Background: an optimization exercise with open tools, aiming at a short achievable clock period and few clock cycles. Do not read the settings as production practice. No run shown here included a check of the RTL's function; only the layout flow was run. Power is estimated from default activity; no workload was simulated.

### design/flow/config.mk
export PLATFORM = sky130hd
export DESIGN_NAME = snappy_dec
export DESIGN_NICKNAME = snappy_dec
export VERILOG_FILES = /design/flow/design.v
export SDC_FILE = /design/flow/constraint.sdc
export NUM_CORES = 4
export LEC_CHECK = 0
export ABC_CLOCK_PERIOD_IN_PS = 3000
export CAP_MARGIN = 20
export CORE_MARGIN = 2
export CORE_UTILIZATION = 60
export CTS_CLUSTER_DIAMETER = 80
export CTS_CLUSTER_SIZE = 20
export SLEW_MARGIN = 20
### design/flow/constraint.sdc
create_clock -name core_clock -period 10.0 [get_ports {clk}]
set_input_delay 2.0000 -clock core_clock [delete_from_list [all_inputs] [get_ports {clk}]]
set_output_delay 2.0000 -clock core_clock [all_outputs]
set_load 0.01 [all_outputs]
### design/flow/design.v
module snappy_dec (
    input  wire        clk,
    input  wire        rst,
    input  wire        start,
    input  wire [15:0] src_len,
    input  wire [15:0] dst_cap,
    output wire        busy,
    output reg         done,
    output reg  [7:0]  fault,
    output reg  [31:0] result,
    output reg  [31:0] info0,
    output reg  [31:0] info1,
    output reg         in_re,
    output reg  [15:0] in_addr,
    input  wire [7:0]  in_rdata,
    output reg         out_re,
    output reg  [15:0] out_raddr,
    input  wire [7:0]  out_rdata,
    output reg         out_we,
    output reg  [15:0] out_waddr,
    output reg  [7:0]  out_wdata
);
    localparam [7:0] F_NONE      = 8'h00;
    localparam [7:0] F_VARINT    = 8'h01;
    localparam [7:0] F_COPY_OFF  = 8'h02;
    localparam [7:0] F_LEN_MISM  = 8'h03;
    localparam [7:0] F_TRUNC     = 8'h04;
    localparam [7:0] F_OVERRUN   = 8'h05;
    localparam [7:0] F_DST_SMALL = 8'h21;
    localparam [1:0] M_MEM = 2'd0, M_H1 = 2'd1, M_H2 = 2'd2;
    reg        st_hdr;        
    reg        st_decl;       
    reg        st_tag;        
    reg        st_trl;        
    reg        st_lchk;       
    reg        st_pay;        
    reg        st_end;        
    reg        st_flt;        
    reg        upd_l;         
    reg        chk;           
    reg        chk_bad;       
    reg        big;           
    reg        busy_q;        
    reg        idle;          
    reg [15:0] src_len_q;
    reg [15:0] dst_cap_q;
    assign busy = busy_q;
    wire go = start & idle;
    reg        fin;           
    reg        fin_ok;
    reg  [15:0] na;           
    reg         rd_pend;      
    reg         fetch_en;
    reg  [7:0]  iq [0:3];
    reg  [1:0]  iq_wp, iq_rp;
    reg  [2:0]  iq_cnt;
    reg  [7:0]  hb;           
    reg         hv;           
    reg         pop;          
    wire [2:0]  iq_use = iq_cnt + {2'd0, hv} + {2'd0, in_re} + {2'd0, rd_pend};
    wire        issue = fetch_en && (iq_use < 3'd4) && (na != src_len_q);
    wire        h_take = !hv || pop;
    wire        iq_v = (iq_cnt != 3'd0);
    wire        iq_pop  = h_take && iq_v;
    wire        iq_push = rd_pend && !(h_take && !iq_v);
    always @(posedge clk) begin
        if (idle || fin) begin
            in_addr <= 16'd0;
            na      <= (go & ~fin) ? 16'd1 : 16'd0;
        end else begin
            in_addr <= na;               
            if (issue) na <= na + 16'd1;
        end
    end
    always @(posedge clk) begin
        if (rst) begin
            in_re   <= 1'b0;
            rd_pend <= 1'b0;
            iq_wp   <= 2'd0;
            iq_rp   <= 2'd0;
            iq_cnt  <= 3'd0;
            hv      <= 1'b0;
        end else begin
            rd_pend <= in_re;
            if (idle || fin)
                in_re <= go & ~fin;
            else
                in_re <= issue;
            if (fin) begin
                iq_wp  <= 2'd0;
                iq_rp  <= 2'd0;
                iq_cnt <= 3'd0;
                hv     <= 1'b0;
            end else begin
                if (iq_push) iq_wp <= iq_wp + 2'd1;
                if (iq_pop)  iq_rp <= iq_rp + 2'd1;
                if (iq_push && !iq_pop)      iq_cnt <= iq_cnt + 3'd1;
                else if (!iq_push && iq_pop) iq_cnt <= iq_cnt - 3'd1;
                if (h_take) hv <= iq_v || rd_pend;
            end
        end
    end
    always @(posedge clk) begin
        if (iq_push) iq[iq_wp] <= in_rdata;
        if (h_take) hb <= iq_v ? iq[iq_rp] : in_rdata;
    end
    reg         cq_lit  [0:3];
    reg  [1:0]  cq_mode [0:3];
    reg  [15:0] cq_len  [0:3];
    reg  [15:0] cq_src  [0:3];
    reg         cq_one  [0:3];
    reg         cq_two  [0:3];
    reg  [2:0]  cq_wp, cq_rp;     
    wire [2:0]  cq_used  = cq_wp - cq_rp;
    wire        cq_v     = (cq_wp != cq_rp);
    wire        cq_stall = cq_used[2] || (cq_used[1:0] == 2'd3);
    reg         cq_push;
    reg         cq_pop;
    reg  [7:0]  lq [0:15];
    reg  [4:0]  lq_wp, lq_rp;     
    wire        lq_full = (lq_wp[3:0] == lq_rp[3:0]) && (lq_wp[4] != lq_rp[4]);
    wire        lq_v    = (lq_wp != lq_rp);
    reg         lq_push;
    reg         lq_pop;
    always @(posedge clk) begin
        if (rst || fin) begin
            cq_wp <= 3'd0; cq_rp <= 3'd0;
            lq_wp <= 5'd0; lq_rp <= 5'd0;
        end else begin
            if (cq_push) cq_wp <= cq_wp + 3'd1;
            if (cq_pop)  cq_rp <= cq_rp + 3'd1;
            if (lq_push) lq_wp <= lq_wp + 5'd1;
            if (lq_pop)  lq_rp <= lq_rp + 5'd1;
        end
    end
    reg  [16:0] rem;          
    reg         rem_z;        
    reg  [31:0] decl;         
    reg  [2:0]  vn;           
    reg  [16:0] P;            
    reg  [16:0] Pold;         
    reg  [16:0] room;         
    reg  [7:0]  tag;
    reg  [2:0]  tcnt;         
    reg  [2:0]  tidx;         
    reg  [31:0] trl;          
    reg  [16:0] pay;          
    reg  [16:0] alen;         
    reg         alen1;        
    reg  [7:0]  hbyte;        
    reg  [7:0]  f_code;
    reg  [1:0]  f_i0;         
    reg  [1:0]  f_i1;         
    reg  [7:0]  t_code;       
    reg  [1:0]  t_i0;
    reg  [1:0]  t_i1;
    wire [1:0]  hk  = hb[1:0];
    wire [5:0]  hu  = hb[7:2];
    reg  [2:0]  h_tcnt;
    always @(*) begin
        case (hk)
            2'b00:   h_tcnt = (hu >= 6'd60) ? ({1'b0, hu[1:0]} + 3'd1) : 3'd0;
            2'b01:   h_tcnt = 3'd1;
            2'b10:   h_tcnt = 3'd2;
            default: h_tcnt = 3'd4;
        endcase
    end
    wire        h_short = (hk == 2'b00) && (hu < 6'd60);
    wire [6:0]  h_len   = (hk == 2'b01) ? {4'd0, hu[2:0]} + 7'd4 : {1'b0, hu} + 7'd1;
    wire        h_f04t = (rem[16:3] == 14'd0) && (h_tcnt >= rem[2:0]);
    wire [31:0] c_off = trl;
    wire        trl_last = (tidx + 3'd1 == tcnt);
    wire        ce_sl = st_tag && pop && h_short;
    wire        ce_cp = st_trl && pop && trl_last && (tag[1:0] != 2'b00);
    wire        ce_ll = upd_l;
    wire        ce    = ce_sl || ce_cp || ce_ll;
    wire        kill  = (chk && chk_bad) || (st_decl && decl_big);
    reg  [31:0] off_n;
    always @(*) begin
        case (tag[1:0])
            2'b01:   off_n = {21'd0, tag[7:5], hb};
            2'b10:   off_n = {16'd0, hb, trl[7:0]};
            default: off_n = {hb, trl[23:0]};
        endcase
    end
    wire [16:0] len_ce = ce_sl ? {10'd0, h_len} : alen;
    wire        t_f04l = ce_sl ? ({10'd0, h_len} >= rem) : (ce_ll && ((alen > rem) || big));
    wire        t_f02c = ce_cp && ((off_n == 32'd0) || (off_n > {15'd0, P}));
    wire        t_f05  = (len_ce > room);
    wire        t_bad  = t_f04l || t_f02c || t_f05;
    wire        decl_big = (decl > {16'd0, dst_cap_q});
    reg  [31:0] vbits;
    always @(*) begin
        case (vn)
            3'd0:    vbits = {25'd0, hb[6:0]};
            3'd1:    vbits = {18'd0, hb[6:0], 7'd0};
            3'd2:    vbits = {11'd0, hb[6:0], 14'd0};
            3'd3:    vbits = {4'd0, hb[6:0], 21'd0};
            default: vbits = {hb[3:0], 28'd0};
        endcase
    end
    reg         cur_v;
    reg         s1_v;
    reg         s2_v;
    wire        exec_idle = !cur_v && !cq_v && !s1_v && !s2_v;
    always @(*) begin
        pop     = hv && ((st_hdr && !rem_z) || (st_tag && !rem_z && !cq_stall) || (st_trl && !cq_stall)
                         || (st_pay && !lq_full));
        cq_push = chk && !chk_bad;
        lq_push = st_pay && pop;
        fin     = (st_end && exec_idle) || (st_flt && !in_re && !rd_pend);
        fin_ok  = st_end;
    end
    wire [1:0]  cq_wa = cq_wp[1:0] + {1'b0, cq_push};
    always @(posedge clk) begin
        if (ce) begin
            cq_lit[cq_wa]  <= !ce_cp;
            cq_mode[cq_wa] <= (off_n[15:0] == 16'd1) ? M_H1 : (off_n[15:0] == 16'd2) ? M_H2 : M_MEM;
            cq_len[cq_wa]  <= len_ce[15:0];
            cq_src[cq_wa]  <= P[15:0] - off_n[15:0];
            cq_one[cq_wa]  <= ce_sl ? (h_len == 7'd1) : alen1;
            cq_two[cq_wa]  <= ce_sl ? (h_len == 7'd2) : (alen == 17'd2);
        end
        if (!lq_full)
            lq[lq_wp[3:0]]      <= hb;
    end
    always @(posedge clk) begin
        if (rst) begin
            st_hdr <= 1'b0; st_decl <= 1'b0; st_tag <= 1'b0; st_trl <= 1'b0;
            st_lchk <= 1'b0; st_pay <= 1'b0; st_end <= 1'b0; st_flt <= 1'b0;
            upd_l <= 1'b0;
            chk <= 1'b0; chk_bad <= 1'b0;
            fetch_en <= 1'b0;
            busy_q <= 1'b0;
            idle   <= 1'b1;
        end else begin
            upd_l   <= 1'b0;
            chk     <= ce && !kill && !idle && !fin;
            chk_bad <= t_bad;
            if (idle) begin
                if (go) begin
                    busy_q   <= 1'b1;
                    idle     <= 1'b0;
                    st_hdr   <= 1'b1;
                    fetch_en <= 1'b1;
                end
            end else if (fin) begin
                busy_q   <= 1'b0;
                idle     <= 1'b1;
                st_end   <= 1'b0;
                st_flt   <= 1'b0;
                fetch_en <= 1'b0;
            end else begin
                st_decl <= 1'b0;
                if (upd_l) st_pay <= 1'b1;
                if (st_hdr) begin
                    if (rem_z) begin
                        st_hdr <= 1'b0; st_flt <= 1'b1; fetch_en <= 1'b0;
                    end else if (hv) begin
                        if (!hb[7]) begin
                            st_hdr <= 1'b0; st_decl <= 1'b1; st_tag <= 1'b1;
                        end else if (vn == 3'd4) begin
                            st_hdr <= 1'b0; st_flt <= 1'b1; fetch_en <= 1'b0;
                        end
                    end
                end
                if (st_tag) begin
                    if (rem_z) begin
                        st_tag <= 1'b0; fetch_en <= 1'b0;
                        if (room == 17'd0)
                            st_end <= 1'b1;
                        else
                            st_flt <= 1'b1;
                    end else if (pop) begin
                        st_tag <= 1'b0;
                        if (h_f04t) begin
                            st_flt <= 1'b1; fetch_en <= 1'b0;
                        end else if (h_short)
                            st_pay <= 1'b1;
                        else
                            st_trl <= 1'b1;
                    end
                end
                if (st_trl && pop && trl_last) begin
                    st_trl <= 1'b0;
                    if (tag[1:0] == 2'b00)
                        st_lchk <= 1'b1;
                    else
                        st_tag  <= 1'b1;
                end
                if (st_lchk) begin
                    if (!cq_stall) begin
                        st_lchk <= 1'b0;
                        upd_l   <= 1'b1;
                    end
                end
                if (st_pay && pop && pay == 17'd0) begin
                    st_pay <= 1'b0;
                    st_tag <= 1'b1;
                end
                if (chk && chk_bad) begin
                    st_hdr <= 1'b0; st_decl <= 1'b0; st_tag <= 1'b0; st_trl <= 1'b0;
                    st_lchk <= 1'b0; st_pay <= 1'b0; st_end <= 1'b0;
                    upd_l <= 1'b0;
                    st_flt <= 1'b1; fetch_en <= 1'b0;
                end
                if (st_decl && decl_big) begin
                    st_tag <= 1'b0; st_trl <= 1'b0; st_pay <= 1'b0; st_end <= 1'b0;
                    upd_l <= 1'b0;
                    st_flt <= 1'b1; fetch_en <= 1'b0;
                end
            end
        end
    end
    always @(posedge clk) begin
        if (idle) begin
            src_len_q <= src_len;
            dst_cap_q <= dst_cap;
            rem       <= {1'b0, src_len};
            rem_z     <= (src_len == 16'd0);
            decl      <= 32'd0;
            vn        <= 3'd0;
            P         <= 17'd0;
            Pold      <= 17'd0;
        end else begin
            if (pop) begin
                rem   <= rem - 17'd1;
                rem_z <= (rem == 17'd1);
            end
            if (ce && !kill) begin
                Pold <= P;
                P    <= P + len_ce;
                room <= room - len_ce;
            end
            if (st_hdr && hv) begin
                decl  <= decl | vbits;
                room  <= decl[16:0] | vbits[16:0];
                vn    <= vn + 3'd1;
                hbyte <= hb;
            end
            if (st_tag) begin
                tag    <= hb;
                tcnt   <= h_tcnt;
                tidx   <= 3'd0;
                pay    <= {11'd0, hu};
                alen   <= {10'd0, h_len};
                alen1  <= (h_len == 7'd1);
                big    <= 1'b0;
            end
            if (st_trl && pop) begin
                case (tidx)
                    3'd0:    trl <= {21'd0, (tag[1:0] == 2'b01) ? tag[7:5] : 3'd0, hb};
                    3'd1:    trl[15:8]  <= hb;
                    3'd2:    trl[23:16] <= hb;
                    default: trl[31:24] <= hb;
                endcase
                tidx <= tidx + 3'd1;
            end
            if (st_lchk) begin
                alen  <= trl[16:0] + 17'd1;
                alen1 <= (trl[16:0] == 17'd0);
                pay   <= trl[16:0];
                big   <= (trl[31:17] != 15'd0) || (trl[16:0] == 17'h1ffff);
            end
            if (st_pay && pop)
                pay <= pay - 17'd1;
        end
    end
    always @(posedge clk) begin
        if (st_hdr && rem_z) begin
            f_code <= F_TRUNC; f_i0 <= 2'd0; f_i1 <= 2'd0;
        end
        if (st_hdr && !rem_z && hv) begin
            f_code <= F_VARINT; f_i0 <= 2'd1; f_i1 <= 2'd0;
        end
        if (st_tag && rem_z) begin
            f_code <= F_LEN_MISM; f_i0 <= 2'd2; f_i1 <= 2'd3;
        end
        if (st_tag && !rem_z) begin
            f_code <= F_TRUNC; f_i0 <= 2'd2; f_i1 <= 2'd3;
        end
        if (st_decl && decl_big) begin
            f_code <= F_DST_SMALL; f_i0 <= 2'd2; f_i1 <= 2'd1;
        end
        if (ce) begin
            t_i0 <= t_f02c ? 2'd3 : 2'd2;
            if (t_f04l) begin
                t_code <= F_TRUNC;    t_i1 <= 2'd2;
            end else if (t_f02c) begin
                t_code <= F_COPY_OFF; t_i1 <= 2'd2;
            end else begin
                t_code <= F_OVERRUN;  t_i1 <= 2'd3;
            end
        end
        if (chk && chk_bad) begin
            f_code <= t_code; f_i0 <= t_i0; f_i1 <= t_i1;
        end
    end
    always @(posedge clk) begin
        if (rst)
            done <= 1'b0;
        else
            done <= fin;
    end
    always @(posedge clk) begin
        begin
            if (fin_ok) begin
                fault  <= F_NONE;
                result <= decl;
                info0  <= 32'd0;
                info1  <= 32'd0;
            end else begin
                fault  <= f_code;
                result <= 32'd0;
                case (f_i0)
                    2'd0:    info0 <= 32'd0;
                    2'd1:    info0 <= {24'd0, hbyte};
                    2'd2:    info0 <= decl;
                    default: info0 <= c_off;
                endcase
                case (f_i1)
                    2'd0:    info1 <= 32'd0;
                    2'd1:    info1 <= {16'd0, dst_cap_q};
                    2'd2:    info1 <= {15'd0, Pold};
                    default: info1 <= {15'd0, P};
                endcase
            end
        end
    end
    reg         cur_lit;
    reg  [1:0]  cur_mode;
    reg  [15:0] cur_cnt;
    reg         cur_last;
    reg  [15:0] cur_src;
    wire        h_av   = cq_v || cq_push;
    wire        h_lit  = cq_lit[cq_rp[1:0]];
    wire [1:0]  h_mode = cq_mode[cq_rp[1:0]];
    wire [15:0] h_cnt  = cq_len[cq_rp[1:0]];
    wire        h_one  = cq_one[cq_rp[1:0]];
    wire        h_two  = cq_two[cq_rp[1:0]];
    wire [15:0] h_src  = cq_src[cq_rp[1:0]];
    wire        i_lit  = cur_v ? cur_lit  : h_lit;
    wire [1:0]  i_mode = cur_v ? cur_mode : h_mode;
    wire [15:0] i_src  = cur_v ? cur_src  : h_src;
    wire        x_iss  = (cur_v || h_av) && (!i_lit || lq_v);
    wire        x_ld   = cur_v && x_iss && cur_last && h_av;    
    wire        x_dir  = !cur_v && x_iss;                       
    always @(*) begin
        cq_pop = x_ld || x_dir;
        lq_pop = x_iss && i_lit;
    end
    reg  [1:0]  s1_sel;       
    reg  [7:0]  s1_b;
    reg  [1:0]  s2_sel;
    reg  [7:0]  s2_b;
    reg  [7:0]  hist1;        
    reg  [7:0]  hist2;        
    reg  [7:0]  nbyte;
    reg  [15:0] wa;           
    always @(*) begin
        case (s2_sel)
            2'd0:    nbyte = out_rdata;
            2'd1:    nbyte = hist1;
            2'd2:    nbyte = hist2;
            default: nbyte = s2_b;
        endcase
    end
    always @(posedge clk) begin
        if (rst || fin) begin
            cur_v    <= 1'b0;
            s1_v     <= 1'b0;
            s2_v     <= 1'b0;
            out_re   <= 1'b0;
            out_we   <= 1'b0;
        end else begin
            if (x_ld)
                cur_v <= 1'b1;
            else if (x_dir)
                cur_v <= !h_one;
            else if (x_iss && cur_last)
                cur_v <= 1'b0;
            s1_v   <= x_iss;
            out_re <= x_iss && !i_lit && (i_mode == M_MEM);
            s2_v   <= s1_v;
            out_we <= s2_v;
        end
    end
    always @(posedge clk) begin
        if (x_ld) begin
            cur_lit  <= h_lit;
            cur_mode <= h_mode;
            cur_cnt  <= h_cnt;
            cur_last <= h_one;
            cur_src  <= h_src;
        end else if (x_dir) begin
            cur_lit  <= h_lit;
            cur_mode <= h_mode;
            cur_cnt  <= h_cnt - 16'd1;
            cur_last <= h_two;
            cur_src  <= h_src + 16'd1;
        end else if (x_iss) begin
            cur_cnt  <= cur_cnt - 16'd1;
            cur_last <= (cur_cnt == 16'd2);
            cur_src  <= cur_src + 16'd1;
        end
        if (idle)
            wa <= 16'd0;
        else if (s2_v)
            wa <= wa + 16'd1;
        out_raddr <= i_src;
        s1_sel    <= i_lit ? 2'd3 : i_mode;
        s1_b      <= lq[lq_rp[3:0]];
        s2_sel    <= s1_sel;
        s2_b      <= s1_b;
        out_waddr <= wa;
        out_wdata <= nbyte;
        if (s2_v) begin
            hist1 <= nbyte;
            hist2 <= hist1;
        end
    end
endmodule
### design/flow/flow/run.sh
#!/bin/bash
set -euo pipefail
bash standard.sh SETUP_SLACK_MARGIN=7.2 finish > flow_make.log 2>&1
### design/flow/standard.sh
#!/bin/bash
# synth_recipe.tcl (not shown) runs the flow's synth.tcl, then flattens the netlist and writes it again
# the make line also repeats each setting of config.mk as NAME=value (left out here)
make -C /OpenROAD-flow-scripts/flow DESIGN_CONFIG=/design/flow/config.mk WORK_HOME=/design/flow/orfs CLKGATE_MAP_FILE= SYNTH_SCRIPT=/design/flow/synth_recipe.tcl "${@:-finish}"
==> reports/metrics.cfg, run 1 <==
[outcome]
status=complete, no violations

[finish]
fin_cells=4546
nets=3856
fillers=3750
final_core_util_pct=76.74
area_delta_synth_final_pct=26.14
drive_above_1_share_pct=31.29

[placed_design]
port_buffers=196
pre_cts_ws_ns=4.913
routabilityCongestion=0.9315
dp_hpwl_mm=70.62
dp.cells=4141

[logic_synthesis]
synth_top_flop_cell=edfxtp_1
synth_cell_types=87
synth-adder-area-share_pct=4.917
syn_inst=3216
synth_edf_count=549
ys_seq_area_share_pct=58.35
yosys.area_share.simple_pct=12.68
synth_compound_area_share_pct=8.468
synth-async-reset-ratio_pct=0
muxShareOfSynthArea_pct=7.778
ys_seq_elements=846
synth_warnings=1
synth_top_family_by_area=simple AND/OR/NAND/NOR gates
syn_avg_cell_area_um2=11.95
synthesis.area_um2=38450
synthXorXnorAreaFrac_pct=4.367

[die]
fp.dieW_um=257.1
core_um2=63200
rows=92
dieHeight_um=257.1
die-area_um2=66120
start_util_pct=60.84
pin_count=216

[clock_tree]
cts_tree=built
numCtsBuffers=50
clockBufferDepth=3
path_clk_slew_ns=0.09
insertion_delay_ns=0.65
clock_sinks=846
clockRootBuffer=clkbuf_16
cts_hold_buf=0
htreeDepth=2

[timing]
hold_slack_ns=0.3304
worst_pin_slew_ns=1.150
min_period_over_period_pct=45.09
setup_viol=0
fmaxAchievable_mhz=221.8
clock-skew-final_ns=0.03649
rsz0062_at_grt=yes
max-slew-margin-rel_pct=23.16
hold_violations=0
drv_slew=0
final.setup.tns_ns=0
setup_slack_ns=5.491
min_period_ns=4.509

[detailed_routing]
first_pass_iters=8
wl_per_cell_um=25.70
ant_nets=0
drc=0
drt_iter0_drc=3443
drt_wl_total_mm=116.8
num_vias=28330
vias_per_cell=6.232

[global_routing]
overflow=0
grt_pass1_vias=27520
grt_pass1_wl_mm=167.1
grt_antenna_before_repair=1
grt_util_all_layers_pct=33.12
grt_max_degree=65

[critical_path]
worst-path-max-fanout=5
crit_path_cell_trace=inv_2, ha_4, inv_2, fa_2, xor3_1, o211ai_4, a21oi_4, buf_12, mux2i_4, inv_2, ha_4, o21a_1, o21a_4, nand4_1, a211oi_2, nand3b_1, a221o_1, a311o_1, a21oi_2, xnor2_1, or3_1, a21oi_2
crit_required_ns=10.56
crit_family=compound AO/OA/AOI/OAI gates
critPathMostFrequentCell=inv_2
slowest_delay_ns=0.35
path_class=flip-flop to flip-flop
cp-end-kind=flip-flop
crit_slowest_cell=a311o_1
arrival_ns=5.07
cp-start-kind=flip-flop
path_buf_inv=4

[power_and_ir_drop]
peakVddDrop_uv=151.1
p_leak_nw=18.04
powerDensity_nw_per_um2=158.1

[min_path]
min_path_type=flip-flop to flip-flop

[flow_run]
drv_cap=0

placed cells by master (no fill, tap or decap), types with 87 or more instances in the layout:
cell type  instances
buf_4            201
a21oi_1          124
ha_1             107
nand2_1          268
inv_1            111
and2_1            99
dfxtp_1          204
xor2_1            87
mux4_2            93
edfxtp_1         549
buf_6            159
dfxtp_2           87
nor2_1           229
routing by layer:
metal	routed length [um]	vias up	track usage [%]	part of all wire (%)
li1	-	12470	-	-
met1	45650	13830	46.07	39
met2	55050	1685	53.23	47
met3	10920	345	4.965	9.3
met4	5195	0	12.26	4.4
met5	0	-	0	0
per-stage QoR:
| stage | instance area, um^2 | power [mW] |
|---|---|---|
| final | 48500 | 7.667 |
| after global routing | 48490 | 7.896 |
| after detailed placement | 41580 | 5.340 |
| after floorplan | 39160 | 4.910 |
| after global placement | 41580 | 5.299 |
| after CTS | 46380 | 7.537 |
area by class of cell:
class                   count  area, um^2  area share (%)
repair buffers            543        5640           11.63
flip-flops and latches    846       22560           46.52
well taps                 846        1059           2.183
diodes                      2       5.005         0.01032
repair inverters            2       13.76         0.02838
multi-input cells        2067       17040           35.13
clock buffers              84        1463           3.016
inverters                 148       624.3           1.287
clock inverters             8       91.34          0.1883
worst register-to-register path, stage by stage (launching register included):
cell and delay (ns):
dfxtp_2 0.34, inv_2 0.07, ha_4 0.13, inv_2 0.04, fa_2 0.33, xor3_1 0.27
o211ai_4 0.11, a21oi_4 0.18, buf_12 0.15, mux2i_4 0.31, inv_2 0.08, ha_4 0.27
o21a_1 0.12, o21a_4 0.21, nand4_1 0.13, a211oi_2 0.06, nand3b_1 0.23, a221o_1 0.34
a311o_1 0.35, a21oi_2 0.18, xnor2_1 0.09, or3_1 0.33, a21oi_2 0.12
what timing repair did:
action	4_1_cts	5_1_grt
setup endpoints to repair	726	654
gates cloned	19	10
buffers inserted	176	106
gates resized for setup	1075	274
pin swaps	161	131
worst paths after layout:
check / from / to / slack [ns] / cells after the start
max reg2reg: cq_wp[0] / P[16] / 5.49 / 22
min: s1_b[6] / s2_b[6] / 0.33 / 0
min reg2reg: s1_b[6] / s2_b[6] / 0.33 / 0
max: cq_wp[0] / P[16] / 5.49 / 22
where the power goes:
| group | internal [mW] | leakage, nW | total (mW) | switching (mW) |
|---|---|---|---|---|
| sequential | 4.00 | 7.52 | 4.13 | 0.129 |
| clock | 1.02 | 0.747 | 2.21 | 1.19 |
| combinational | 0.530 | 9.77 | 1.33 | 0.800 |
| total | 5.55 | 18.0 | 7.67 | 2.12 |
synthesized netlist by cell type, drive strengths merged, types with 32 or more instances:
cell type  count  area (um^2)
mux2i         52        524.3
nor2b         37        231.5
nor3          52        260.3
edfxtp       549        16490
xnor2         95        832.1
a31oi         32        200.2
mux2          33        371.6
nor2         256        960.9
mux4          93         2095
a21o          34        262.8
buf           54        314.0
o21ai        109        549.3
clkbuf       120        450.4
nand4         42        262.8
nand2        300         1126
a21oi        166        842.1
nor4          35        219.0
xor2          94        823.3
and2         111        694.4
ha           143         1789
dfxtp        297         5946
a22oi         38        285.3
nand3         68        340.3
inv          147        551.8
sequential cells by signal, indices dropped and copies added (netlist names), 17 cells and up, named ones only:
signal and cells:
iq 32, alen 17, decl 32, rem 17, pay 17, room 17
lq 128, info0 32, Pold 17, P 17, trl 32, info1 17
result 32, cq_len 64, cq_src 64
cell families (layout without fill, tap and decap cells):
logic type	after synthesis	count (layout)
AOI/OAI and AO/OA	515	515
xor gates and xnor gates	190	190
adders and majority gates	149	149
buffers and inverters	322	785
DFF	846	846
muxes	178	178
other	1	21
and+or+nand+nor	1015	1016
==> inputs of run 2 (changes only) <==
--- a/design/flow/design.v
+++ b/design/flow/design.v
@@ -38,2 +38,5 @@
     reg        st_flt;        
+    reg        upd;           
+    reg        upd_sl;        
+    reg        upd_c;         
     reg        upd_l;         
@@ -170,21 +173,8 @@
     wire        h_f04t = (rem[16:3] == 14'd0) && (h_tcnt >= rem[2:0]);
+    wire        t_f04 = (alen > rem);
+    wire        t_f05 = (alen > room);
     wire [31:0] c_off = trl;
-    wire        trl_last = (tidx + 3'd1 == tcnt);
-    wire        ce_sl = st_tag && pop && h_short;
-    wire        ce_cp = st_trl && pop && trl_last && (tag[1:0] != 2'b00);
-    wire        ce_ll = upd_l;
-    wire        ce    = ce_sl || ce_cp || ce_ll;
-    wire        kill  = (chk && chk_bad) || (st_decl && decl_big);
-    reg  [31:0] off_n;
-    always @(*) begin
-        case (tag[1:0])
-            2'b01:   off_n = {21'd0, tag[7:5], hb};
-            2'b10:   off_n = {16'd0, hb, trl[7:0]};
-            default: off_n = {hb, trl[23:0]};
-        endcase
-    end
-    wire [16:0] len_ce = ce_sl ? {10'd0, h_len} : alen;
-    wire        t_f04l = ce_sl ? ({10'd0, h_len} >= rem) : (ce_ll && ((alen > rem) || big));
-    wire        t_f02c = ce_cp && ((off_n == 32'd0) || (off_n > {15'd0, P}));
-    wire        t_f05  = (len_ce > room);
+    wire        c_f02 = (c_off == 32'd0) || (c_off > {15'd0, P});
+    wire        t_f04l = (upd_sl || upd_l) && (t_f04 || big);
+    wire        t_f02c = upd_c && c_f02;
     wire        t_bad  = t_f04l || t_f02c || t_f05;
@@ -213,11 +203,10 @@
     end
-    wire [1:0]  cq_wa = cq_wp[1:0] + {1'b0, cq_push};
     always @(posedge clk) begin
-        if (ce) begin
-            cq_lit[cq_wa]  <= !ce_cp;
-            cq_mode[cq_wa] <= (off_n[15:0] == 16'd1) ? M_H1 : (off_n[15:0] == 16'd2) ? M_H2 : M_MEM;
-            cq_len[cq_wa]  <= len_ce[15:0];
-            cq_src[cq_wa]  <= P[15:0] - off_n[15:0];
-            cq_one[cq_wa]  <= ce_sl ? (h_len == 7'd1) : alen1;
-            cq_two[cq_wa]  <= ce_sl ? (h_len == 7'd2) : (alen == 17'd2);
+        if (upd) begin
+            cq_lit[cq_wp[1:0]]  <= !upd_c;
+            cq_mode[cq_wp[1:0]] <= (c_off[15:0] == 16'd1) ? M_H1 : (c_off[15:0] == 16'd2) ? M_H2 : M_MEM;
+            cq_len[cq_wp[1:0]]  <= alen[15:0];
+            cq_src[cq_wp[1:0]]  <= P[15:0] - c_off[15:0];
+            cq_one[cq_wp[1:0]]  <= alen1;
+            cq_two[cq_wp[1:0]]  <= (alen == 17'd2);
         end
@@ -230,3 +219,3 @@
             st_lchk <= 1'b0; st_pay <= 1'b0; st_end <= 1'b0; st_flt <= 1'b0;
-            upd_l <= 1'b0;
+            upd <= 1'b0; upd_sl <= 1'b0; upd_c <= 1'b0; upd_l <= 1'b0;
             chk <= 1'b0; chk_bad <= 1'b0;
@@ -236,4 +225,4 @@
         end else begin
-            upd_l   <= 1'b0;
-            chk     <= ce && !kill && !idle && !fin;
+            upd <= 1'b0; upd_sl <= 1'b0; upd_c <= 1'b0; upd_l <= 1'b0;
+            chk     <= upd && !idle && !fin;
             chk_bad <= t_bad;
@@ -254,2 +243,3 @@
                 st_decl <= 1'b0;
+                if (upd_c) st_tag <= 1'b1;
                 if (upd_l) st_pay <= 1'b1;
@@ -277,5 +267,7 @@
                             st_flt <= 1'b1; fetch_en <= 1'b0;
-                        end else if (h_short)
+                        end else if (h_short) begin
                             st_pay <= 1'b1;
-                        else
+                            upd    <= 1'b1;
+                            upd_sl <= 1'b1;
+                        end else
                             st_trl <= 1'b1;
@@ -283,3 +275,3 @@
                 end
-                if (st_trl && pop && trl_last) begin
+                if (st_trl && pop && tidx + 3'd1 == tcnt) begin
                     st_trl <= 1'b0;
@@ -287,4 +279,6 @@
                         st_lchk <= 1'b1;
-                    else
-                        st_tag  <= 1'b1;
+                    else begin
+                        upd   <= 1'b1;
+                        upd_c <= 1'b1;
+                    end
                 end
@@ -293,2 +287,3 @@
                         st_lchk <= 1'b0;
+                        upd     <= 1'b1;
                         upd_l   <= 1'b1;
@@ -303,3 +298,3 @@
                     st_lchk <= 1'b0; st_pay <= 1'b0; st_end <= 1'b0;
-                    upd_l <= 1'b0;
+                    upd <= 1'b0; upd_sl <= 1'b0; upd_c <= 1'b0; upd_l <= 1'b0;
                     st_flt <= 1'b1; fetch_en <= 1'b0;
@@ -308,3 +303,3 @@
                     st_tag <= 1'b0; st_trl <= 1'b0; st_pay <= 1'b0; st_end <= 1'b0;
-                    upd_l <= 1'b0;
+                    upd <= 1'b0; upd_sl <= 1'b0; upd_c <= 1'b0; upd_l <= 1'b0;
                     st_flt <= 1'b1; fetch_en <= 1'b0;
@@ -329,6 +324,6 @@
             end
-            if (ce && !kill) begin
+            if (upd) begin
                 Pold <= P;
-                P    <= P + len_ce;
-                room <= room - len_ce;
+                P    <= P + alen;
+                room <= room - alen;
             end
@@ -384,3 +379,3 @@
         end
-        if (ce) begin
+        if (upd) begin
             t_i0 <= t_f02c ? 2'd3 : 2'd2;
==> run 2 against run 1 <==
  * Largest power group unchanged
  * Design area down 7.1%
  * Count of clock-buffer cells in the layout is 2 higher
  * Global-route usage is 3.0 points lower
  * Non-clock buffer count fell by 139
  * Power fell by 3.1%
  * Worst hold slack is essentially flat
  * Synthesized cell count decreased by 4.2%
  * Routed wire length is 14% lower
  * Die area shrank 1.0%
  * Largest cell class unchanged
==> reports/metrics.cfg, run 2 <==
[global_routing]
grt_pass1_vias=25370  ; -7.8%
grt_antenna_before_repair=0  ; -1
overflow=0  ; unchanged
grt_max_degree=70  ; +7.7%
grt_util_all_layers_pct=30.12  ; -3.0 points
grt_pass1_wl_mm=152.6  ; -8.7%

[clock_tree]
clockRootBuffer=clkbuf_16
htreeDepth=2  ; unchanged
cts_tree=built
insertion_delay_ns=0.64  ; about the same
numCtsBuffers=50  ; unchanged
clock_sinks=849  ; +0.35%
clockBufferDepth=3  ; unchanged
cts_hold_buf=0  ; unchanged
path_clk_slew_ns=0.09  ; about the same

[logic_synthesis]
synth_top_flop_cell=edfxtp_1
synthTopCellsByCount=549 x edfxtp_1, 300 x dfxtp_1, 275 x nor2_1, 207 x nand2_1, 145 x a21oi_1
yosysTopAreaCellShare_pct=43.33  ; +0.45 points
syn_inst=3081  ; -4.2%
yosys-top-cells-area=edfxtp_1 43%, dfxtp_1 16%, mux4_2 5.3%
syn_avg_cell_area_um2=12.35  ; +3.3%
ys_seq_elements=849  ; +0.35%
yosysMostFrequentCell=edfxtp_1
synth_warnings=1  ; unchanged
synth_top_area_cell=edfxtp_1
synthesis.area_um2=38040  ; -1.0%
ys_seq_area_share_pct=59.12  ; +0.77 points
synth_cell_types=80  ; -8.0%
synth-async-reset-ratio_pct=0  ; unchanged
synth_edf_count=549  ; unchanged

[power_and_ir_drop]
finalPower_mw=7.425  ; -3.1%
clkPwrFrac_pct=29.2  ; +0.4 points
peakVddDrop_uv=189.8  ; +26%
powerDensity_nw_per_um2=164.8  ; +4.2%
switching_power_mw=1.956  ; -7.6%
comb_power_share_pct=15.1  ; -2.2 points
switching_share_pct=26.34  ; -1.3 points
p_leak_nw=16.73  ; -7.2%
power_frac_seq_pct=55.7  ; +1.8 points
cell_internal_pwr_mw=5.470  ; -1.4%

[die]
start_util_pct=60.53  ; -0.30 points
die-area_um2=65440  ; -1.0%
core_um2=62850  ; -0.55%
rows=92  ; unchanged
fp.dieW_um=255.8  ; -0.52%
pin_count=216  ; unchanged
dieHeight_um=255.8  ; -0.52%

[finish]
layout_common_cells=549 x edfxtp_1, 271 x nor2_1, 195 x nand2_1, 191 x dfxtp_1, 157 x buf_4
fin_cells=4277  ; -5.9%
fillers=4308  ; +15%
largest_register_ffs=128  ; unchanged
area_delta_synth_final_pct=18.44
nets=3589  ; -6.9%
drive_above_1_share_pct=24.22  ; -7.1 points
n_antenna_cell=0  ; -2
final_core_util_pct=71.69  ; -5.0 points
layout_commonest_cell=edfxtp_1
stdcell_area_um2=45060  ; -7.1%

[critical_path]
crit_slowest_cell=dfxtp_2
crit_required_ns=8.00  ; -2.56 ns
arrival_ns=1.12  ; -3.95 ns
cp-start-kind=flip-flop
slowest_delay_ns=0.37  ; +0.02 ns
crit_family=flip-flops
crit_path_cell_trace=buf_6
path_buf_inv=1  ; -3
path_class=flip-flop to output pin
cp-end-kind=output pin
worst-path-max-fanout=1  ; -4

[detailed_routing]
drc=0  ; unchanged
ant_nets=0  ; unchanged
wl_per_cell_um=23.61  ; -8.1%
num_vias=25930  ; -8.5%
drt_iter0_drc=2697  ; -22%
vias_per_cell=6.062  ; -2.7%
first_pass_iters=6  ; -2
drt_wl_total_mm=101.0  ; -14%

[placed_design]
routabilityCongestion=0.9232  ; -0.89%
port_buffers=196  ; unchanged
dpl_cell_area_um2=40820  ; -1.8%
dp_hpwl_mm=65.68  ; -7.0%
dp.cells=4018  ; -3.0%
pre_cts_ws_ns=5.531  ; +0.6183 ns

[timing]
fmaxAchievable_mhz=320.4  ; +44%
max-slew-margin-rel_pct=31.46  ; +8.3 points
setup_viol=0  ; unchanged
worst_pin_slew_ns=1.026  ; -0.1242 ns
hold_violations=0  ; unchanged
rsz0062_at_grt=yes
min_period_ns=3.121  ; -1.388 ns
drv_slew=0  ; unchanged
min_period_over_period_pct=31.21  ; -14 points
clock-skew-final_ns=0.02463  ; -0.01185 ns
final.setup.tns_ns=0  ; unchanged
hold_slack_ns=0.3301  ; -0.0002360 ns
setup_slack_ns=6.879  ; +1.388 ns

[flow_run]
drv_cap=0  ; unchanged

[min_path]
min_path_type=flip-flop to flip-flop

[outcome]
status=complete, no violations

[run 2: cell count changes after synthesis, moves of 10 or more]
cell,before,now
a21o_1,33,22
a21oi_1,165,145
a22oi_1,38,25
a31oi_1,32,20
and3_1,24,54
mux2i_1,51,74
nand2_1,300,207
nand4_1,42,32
nor2_1,256,275
o21ai_0,104,87
[run 2: final cells by class]
type                            instances  area [um^2]  area share (%)
Clock buffer                           86         1449           3.216
Multi-Input combinational cell       1946        15400           34.17
Inverter                              139        536.8           1.191
Timing Repair Buffer                  404         3884           8.619
Tap cell                              846         1059           2.349
Clock inverter                          7        80.08          0.1777
Sequential cell                       849        22650           50.27
[run 2: timing repair]
action	in CTS	in global routing
pin swaps	44	69
setup buffers	89	66
gates resized for setup	844	222
cloned	8	3
endpoints found under the setup margin	503	339
[run 2: cell families (layout without fill, tap and decap cells)]
| family | Yosys count | after routing | synth area share (%) |
|---|---|---|---|
| AO/OA/AOI/OAI | 441 | 441 | 7.341 |
| buffers and inverters | 305 | 636 | 3.289 |
| flip-flops | 849 | 849 | 59.12 |
| multiplexers | 208 | 208 | 8.722 |
| adder cells (fa/ha/maj) | 148 | 148 | 4.986 |
| other | 1 | 19 | 0.009857 |
| AND/OR/NAND/NOR | 937 | 938 | 12.11 |
| XOR/XNOR | 192 | 192 | 4.420 |
[run 2: worst paths after layout]
kind	cells after the start	endpoint	slack, ns	start
setup / recovery	1	info0[17]	6.88	info0[17]
hold / removal	0	s2_b[6]	0.33	s1_b[6]
setup reg to reg	15	cur_src[10]	6.88	flip-flop
hold reg to reg	0	s2_b[6]	0.33	s1_b[6]
[run 2: per-layer routing]
metal  up-vias  track usage (%)  wire (um)
met3       179            4.090       7689
met1     12930            41.97      41270
met5         -                0          0
met2      1069            50.14      49190
met4         0            8.090       2834
li1      11750                -          -
[run 2: power by group through the flow]
stage / logic (mW) / registers (mW) / clock network [mW]
floorplan: 0.559 / 4.21 / 0
global placement: 0.936 / 4.21 / 0
detailed placement: 0.967 / 4.22 / 0
CTS: 1.04 / 4.13 / 2.20
global route: 1.20 / 4.15 / 2.32
finish: 1.12 / 4.13 / 2.17
==> inputs of run 3 (changes only) <==
--- a/design/flow/design.v
+++ b/design/flow/design.v
@@ -39,3 +39,2 @@
     reg        upd;           
-    reg        upd_sl;        
     reg        upd_c;         
@@ -44,2 +43,3 @@
     reg        chk_bad;       
+    reg        chk_sl;        
     reg        big;           
@@ -140,2 +140,3 @@
     reg         rem_z;        
+    reg  [16:0] remm1;        
     reg  [31:0] decl;         
@@ -173,2 +174,5 @@
     wire        h_f04t = (rem[16:3] == 14'd0) && (h_tcnt >= rem[2:0]);
+    wire        sl_tag = st_tag && pop && h_short;
+    wire        sl_f04 = (remm1[16:6] == 11'd0) && (hu >= remm1[5:0]);
+    wire        sl_f05 = (room[16:6] == 11'd0) && (hu >= room[5:0]);
     wire        t_f04 = (alen > rem);
@@ -177,3 +181,3 @@
     wire        c_f02 = (c_off == 32'd0) || (c_off > {15'd0, P});
-    wire        t_f04l = (upd_sl || upd_l) && (t_f04 || big);
+    wire        t_f04l = upd_l && (t_f04 || big);
     wire        t_f02c = upd_c && c_f02;
@@ -203,10 +207,16 @@
     end
+    wire [1:0]  cq_wa = cq_wp[1:0] + {1'b0, cq_push};
     always @(posedge clk) begin
         if (upd) begin
-            cq_lit[cq_wp[1:0]]  <= !upd_c;
-            cq_mode[cq_wp[1:0]] <= (c_off[15:0] == 16'd1) ? M_H1 : (c_off[15:0] == 16'd2) ? M_H2 : M_MEM;
-            cq_len[cq_wp[1:0]]  <= alen[15:0];
-            cq_src[cq_wp[1:0]]  <= P[15:0] - c_off[15:0];
-            cq_one[cq_wp[1:0]]  <= alen1;
-            cq_two[cq_wp[1:0]]  <= (alen == 17'd2);
+            cq_lit[cq_wa]  <= !upd_c;
+            cq_mode[cq_wa] <= (c_off[15:0] == 16'd1) ? M_H1 : (c_off[15:0] == 16'd2) ? M_H2 : M_MEM;
+            cq_len[cq_wa]  <= alen[15:0];
+            cq_src[cq_wa]  <= P[15:0] - c_off[15:0];
+            cq_one[cq_wa]  <= alen1;
+            cq_two[cq_wa]  <= (alen == 17'd2);
+        end else if (sl_tag) begin
+            cq_lit[cq_wa]  <= 1'b1;
+            cq_len[cq_wa]  <= {9'd0, h_len};
+            cq_one[cq_wa]  <= (hu == 6'd0);
+            cq_two[cq_wa]  <= (hu == 6'd1);
         end
@@ -219,4 +229,4 @@
             st_lchk <= 1'b0; st_pay <= 1'b0; st_end <= 1'b0; st_flt <= 1'b0;
-            upd <= 1'b0; upd_sl <= 1'b0; upd_c <= 1'b0; upd_l <= 1'b0;
-            chk <= 1'b0; chk_bad <= 1'b0;
+            upd <= 1'b0; upd_c <= 1'b0; upd_l <= 1'b0;
+            chk <= 1'b0; chk_bad <= 1'b0; chk_sl <= 1'b0;
             fetch_en <= 1'b0;
@@ -225,5 +235,6 @@
         end else begin
-            upd <= 1'b0; upd_sl <= 1'b0; upd_c <= 1'b0; upd_l <= 1'b0;
-            chk     <= upd && !idle && !fin;
-            chk_bad <= t_bad;
+            upd <= 1'b0; upd_c <= 1'b0; upd_l <= 1'b0;
+            chk     <= (upd || sl_tag) && !idle && !fin && !(chk && chk_bad) && !(st_decl && decl_big);
+            chk_bad <= upd ? t_bad : (sl_f04 || sl_f05);
+            chk_sl  <= sl_tag && !(chk && chk_bad) && !(st_decl && decl_big);
             if (idle) begin
@@ -267,7 +278,5 @@
                             st_flt <= 1'b1; fetch_en <= 1'b0;
-                        end else if (h_short) begin
+                        end else if (h_short)
                             st_pay <= 1'b1;
-                            upd    <= 1'b1;
-                            upd_sl <= 1'b1;
-                        end else
+                        else
                             st_trl <= 1'b1;
@@ -298,3 +307,3 @@
                     st_lchk <= 1'b0; st_pay <= 1'b0; st_end <= 1'b0;
-                    upd <= 1'b0; upd_sl <= 1'b0; upd_c <= 1'b0; upd_l <= 1'b0;
+                    upd <= 1'b0; upd_c <= 1'b0; upd_l <= 1'b0;
                     st_flt <= 1'b1; fetch_en <= 1'b0;
@@ -303,3 +312,3 @@
                     st_tag <= 1'b0; st_trl <= 1'b0; st_pay <= 1'b0; st_end <= 1'b0;
-                    upd <= 1'b0; upd_sl <= 1'b0; upd_c <= 1'b0; upd_l <= 1'b0;
+                    upd <= 1'b0; upd_c <= 1'b0; upd_l <= 1'b0;
                     st_flt <= 1'b1; fetch_en <= 1'b0;
@@ -315,2 +324,3 @@
             rem_z     <= (src_len == 16'd0);
+            remm1     <= {1'b0, src_len} - 17'd1;
             decl      <= 32'd0;
@@ -323,4 +333,5 @@
                 rem_z <= (rem == 17'd1);
+                remm1 <= remm1 - 17'd1;
             end
-            if (upd) begin
+            if (upd || chk_sl) begin
                 Pold <= P;
@@ -379,2 +390,7 @@
         end
+        if (sl_tag) begin
+            t_i0   <= 2'd2;
+            t_code <= sl_f04 ? F_TRUNC : F_OVERRUN;
+            t_i1   <= sl_f04 ? 2'd2 : 2'd3;
+        end
         if (upd) begin
==> run 3 against run 2 <==
  * Die area grew 3.4%
  * Largest cell class unchanged
  * Largest power group unchanged
  * Routed wire length grew 13%
  * Setup slack lost 0.29 ns
  * Critical endpoint is now cur_cnt[12]
  * First-iteration DRC count grew 13%
==> reports/metrics.cfg, run 3 <==
[min_path]
min_path_type=flip-flop to flip-flop
hold_start=s1_sel[1]

[global_routing]
grt_util_all_layers_pct=32.45  ; +2.3 points
grt_max_degree=87  ; +24%
grt_antenna_before_repair=2  ; +2
overflow=0  ; unchanged
grt_pass1_wl_mm=166.5  ; +9.1%
grt_pass1_vias=27550  ; +8.6%

[timing]
rsz0062_at_grt=yes
setup_viol=0  ; unchanged
clock-skew-final_ns=0.02427  ; -0.0003661 ns
hold_violations=0  ; unchanged
drv_slew=0  ; unchanged
min_period_ns=3.410  ; +0.2890 ns
fmaxAchievable_mhz=293.2  ; -8.5%
max-slew-margin-rel_pct=28.04  ; -3.4 points
hold_slack_ns=0.3305  ; +0.0003960 ns
worst_pin_slew_ns=1.079  ; +0.05342 ns
final.setup.tns_ns=0  ; unchanged
setup_slack_ns=6.590  ; -0.2890 ns
min_period_over_period_pct=34.10  ; +2.9 points

[clock_tree]
clock_sinks=866  ; +2.0%
htreeDepth=2  ; unchanged
path_clk_slew_ns=0.08  ; about the same
clockBufferDepth=3  ; unchanged
cts_hold_buf=0  ; unchanged
cts_tree=built
numCtsBuffers=52  ; +4.0%
clockRootBuffer=clkbuf_16
insertion_delay_ns=0.64  ; about the same

[placed_design]
dp.cells=4221  ; +5.1%
routabilityCongestion=0.9179  ; -0.57%
dpl_cell_area_um2=42230  ; +3.4%
dp_hpwl_mm=70.77  ; +7.8%
port_buffers=196  ; unchanged
pre_cts_ws_ns=5.556  ; +0.02536 ns

[logic_synthesis]
ys_seq_elements=866  ; +2.0%
synth_warnings=1  ; unchanged
synth_top_area_cell=edfxtp_1
ys_seq_area_share_pct=58.42  ; -0.70 points
syn_avg_cell_area_um2=12.00  ; -2.8%
synth_cell_types=81  ; +1.3%
synth-async-reset-ratio_pct=0  ; unchanged
synth_edf_count=566  ; +3.1%
yosysTopAreaCellShare_pct=43.16  ; -0.17 points
yosys-top-cells-area=edfxtp_1 43%, dfxtp_1 15%, mux4_2 5.3%
synthesis.area_um2=39380  ; +3.5%
yosysMostFrequentCell=edfxtp_1
synth_top_flop_cell=edfxtp_1
syn_inst=3282  ; +6.5%
synthTopCellsByCount=566 x edfxtp_1, 303 x nor2_1, 300 x dfxtp_1, 272 x nand2_1, 173 x a21oi_1

[die]
rows=93  ; +1.1%
pin_count=216  ; unchanged
fp.dieW_um=260.2  ; +1.7%
dieHeight_um=260.2  ; +1.7%
start_util_pct=60.86  ; +0.33 points
core_um2=64700  ; +2.9%
die-area_um2=67690  ; +3.4%

[finish]
largest_register_ffs=128  ; unchanged
drive_above_1_share_pct=28.64  ; +4.4 points
area_delta_synth_final_pct=23.00
layout_commonest_cell=edfxtp_1
final_core_util_pct=74.86  ; +3.2 points
fin_cells=4597  ; +7.5%
stdcell_area_um2=48430  ; +7.5%
nets=3907  ; +8.9%
layout_common_cells=566 x edfxtp_1, 267 x nor2_1, 244 x nand2_1, 201 x buf_4, 170 x dfxtp_1

[critical_path]
path_class=flip-flop to flip-flop
crit_path_cell_trace=buf_12, mux4_2, mux2i_4, o311a_4, mux2i_4, ha_4, nor2b_4, nand2_2, mux2_4, nor2_4, nand3_2, xor2_1, a221oi_2
arrival_ns=3.87  ; +2.75 ns
cp-start-kind=flip-flop
crit_required_ns=10.46  ; +2.46 ns
worst-path-max-fanout=6  ; +5
slowest_delay_ns=0.53  ; +0.16 ns
crit_slowest_cell=mux4_2
cp-end-kind=flip-flop
critPathMostFrequentCell=mux2i_4

[detailed_routing]
num_vias=28470  ; +9.8%
vias_per_cell=6.192  ; +2.2%
drt_iter0_drc=3040  ; +13%
drc=0  ; unchanged
drt_wl_total_mm=114.0  ; +13%
wl_per_cell_um=24.79  ; +5.0%
ant_nets=0  ; unchanged
first_pass_iters=8  ; +2

[flow_run]
drv_cap=0  ; unchanged

[power_and_ir_drop]
p_leak_nw=18.06  ; +7.9%
peakVddDrop_uv=146.5  ; -23%
powerDensity_nw_per_um2=164.1  ; -0.45%
finalPower_mw=7.945  ; +7.0%

[outcome]
status=complete, no violations

run 3: layout make-up:
type | instances | area [um^2]
Sequential cell | 866 | 23190
Clock buffer | 85 | 1468
Antenna cell | 3 | 7.507
Multi-Input combinational cell | 2124 | 16870
Fill cell | 4174 | 16270
Clock inverter | 13 | 133.9
Inverter | 145 | 569.3
Timing Repair Buffer | 506 | 5114
Tap cell | 855 | 1070
run 3: per-layer routing:
layer	wire length [um]	share of wire [%]	GRT usage (%)	vias up
li1	-	-	-	12690
met2	55740	49	54.92	1254
met4	5257	4.6	12.14	0
met3	8050	7.1	4.133	305
met5	0	0	0	-
met1	44930	39	43.04	14220
run 3: worst max-delay path: cells and delay by family, from the launching register on:
family          cells  cell delay, ns
compound gates      2            0.60
fa+ha+maj           1            0.19
flops               1            0.37
mux                 4            1.35
buf+inv             1            0.10
xor+xnor            1            0.16
simple gates        4            0.46
run 3: cells by family (layout without fill, tap and decap cells):
family | count (synthesis) | after routing | share of synthesized area (%)
other | 1 | 22 | 0.009524
muxes | 181 | 181 | 7.680
buffers and inverters | 318 | 749 | 3.314
and+or+nand+nor | 1046 | 1050 | 12.73
adders and majority gates | 161 | 161 | 5.230
DFF | 866 | 866 | 58.42
xor gates and xnor gates | 212 | 212 | 4.751
AOI/OAI and AO/OA | 497 | 501 | 7.871
run 3: worst paths after layout:
check / depth (start not counted) / slack, ns / endpoint
worst max register to register: 13 / 6.59 / cur_cnt[12]
worst min-delay path: 0 / 0.33 / s2_sel[1]
worst min register to register: 0 / 0.33 / s2_sel[1]
worst max-delay path: 13 / 6.59 / cur_cnt[12]
run 3: report_power, final:
| part | leakage (nW) | total [mW] | switching (mW) | internal [mW] |
|---|---|---|---|---|
| clock | 0.769 | 2.26 | 1.21 | 1.05 |
| sequential | 7.75 | 4.25 | 0.147 | 4.11 |
| combinational | 9.53 | 1.43 | 0.833 | 0.598 |
| total | 18.1 | 7.95 | 2.19 | 5.76 |
run 3: what timing repair did:
item | CTS | global route
buffers inserted | 148 | 100
resized for setup | 1036 | 287
pin swaps | 75 | 87
gates cloned | 19 | 8
setup endpoints to repair | 685 | 588

## port drivers added, routing unchanged
No port has a modelled driver above. Below, the same layouts with a new extraction and two added sets of constraints. Step 1: set_driving_cell puts a clkbuf_16 on clk and a buf_2 on each other input, an assumption about the parent block. Step 2 moves the port delays by t, midway between the first and last clock arrival at a register: inputs arrive t later, outputs are due t later. That takes back most of the time a late clock gives input paths. Slacks: no drivers / after step 1 / after step 2; pairs: no drivers / after step 1.
run | t, ns | setup WS [ns] | worst setup path at the end | clock arrival spread, ns | worst slew at a driven data input, ns
run 1 | 0.703 | 5.491 / 5.491 / 5.491 | register to register | 0.039 / 0.039 | 0.09
run 2 | 0.691 | 6.879 / 6.814 / 6.606 | input to register | 0.026 / 0.026 | 0.05
run 3 | 0.697 | 6.590 / 6.590 / 6.149 | input to register | 0.028 / 0.028 | 0.06
After both steps setup and hold are still met in every run listed. For run 3, which loses most, drivers alone change the setup slack by 0.000 ns; drivers and shift together by -0.441 ns.
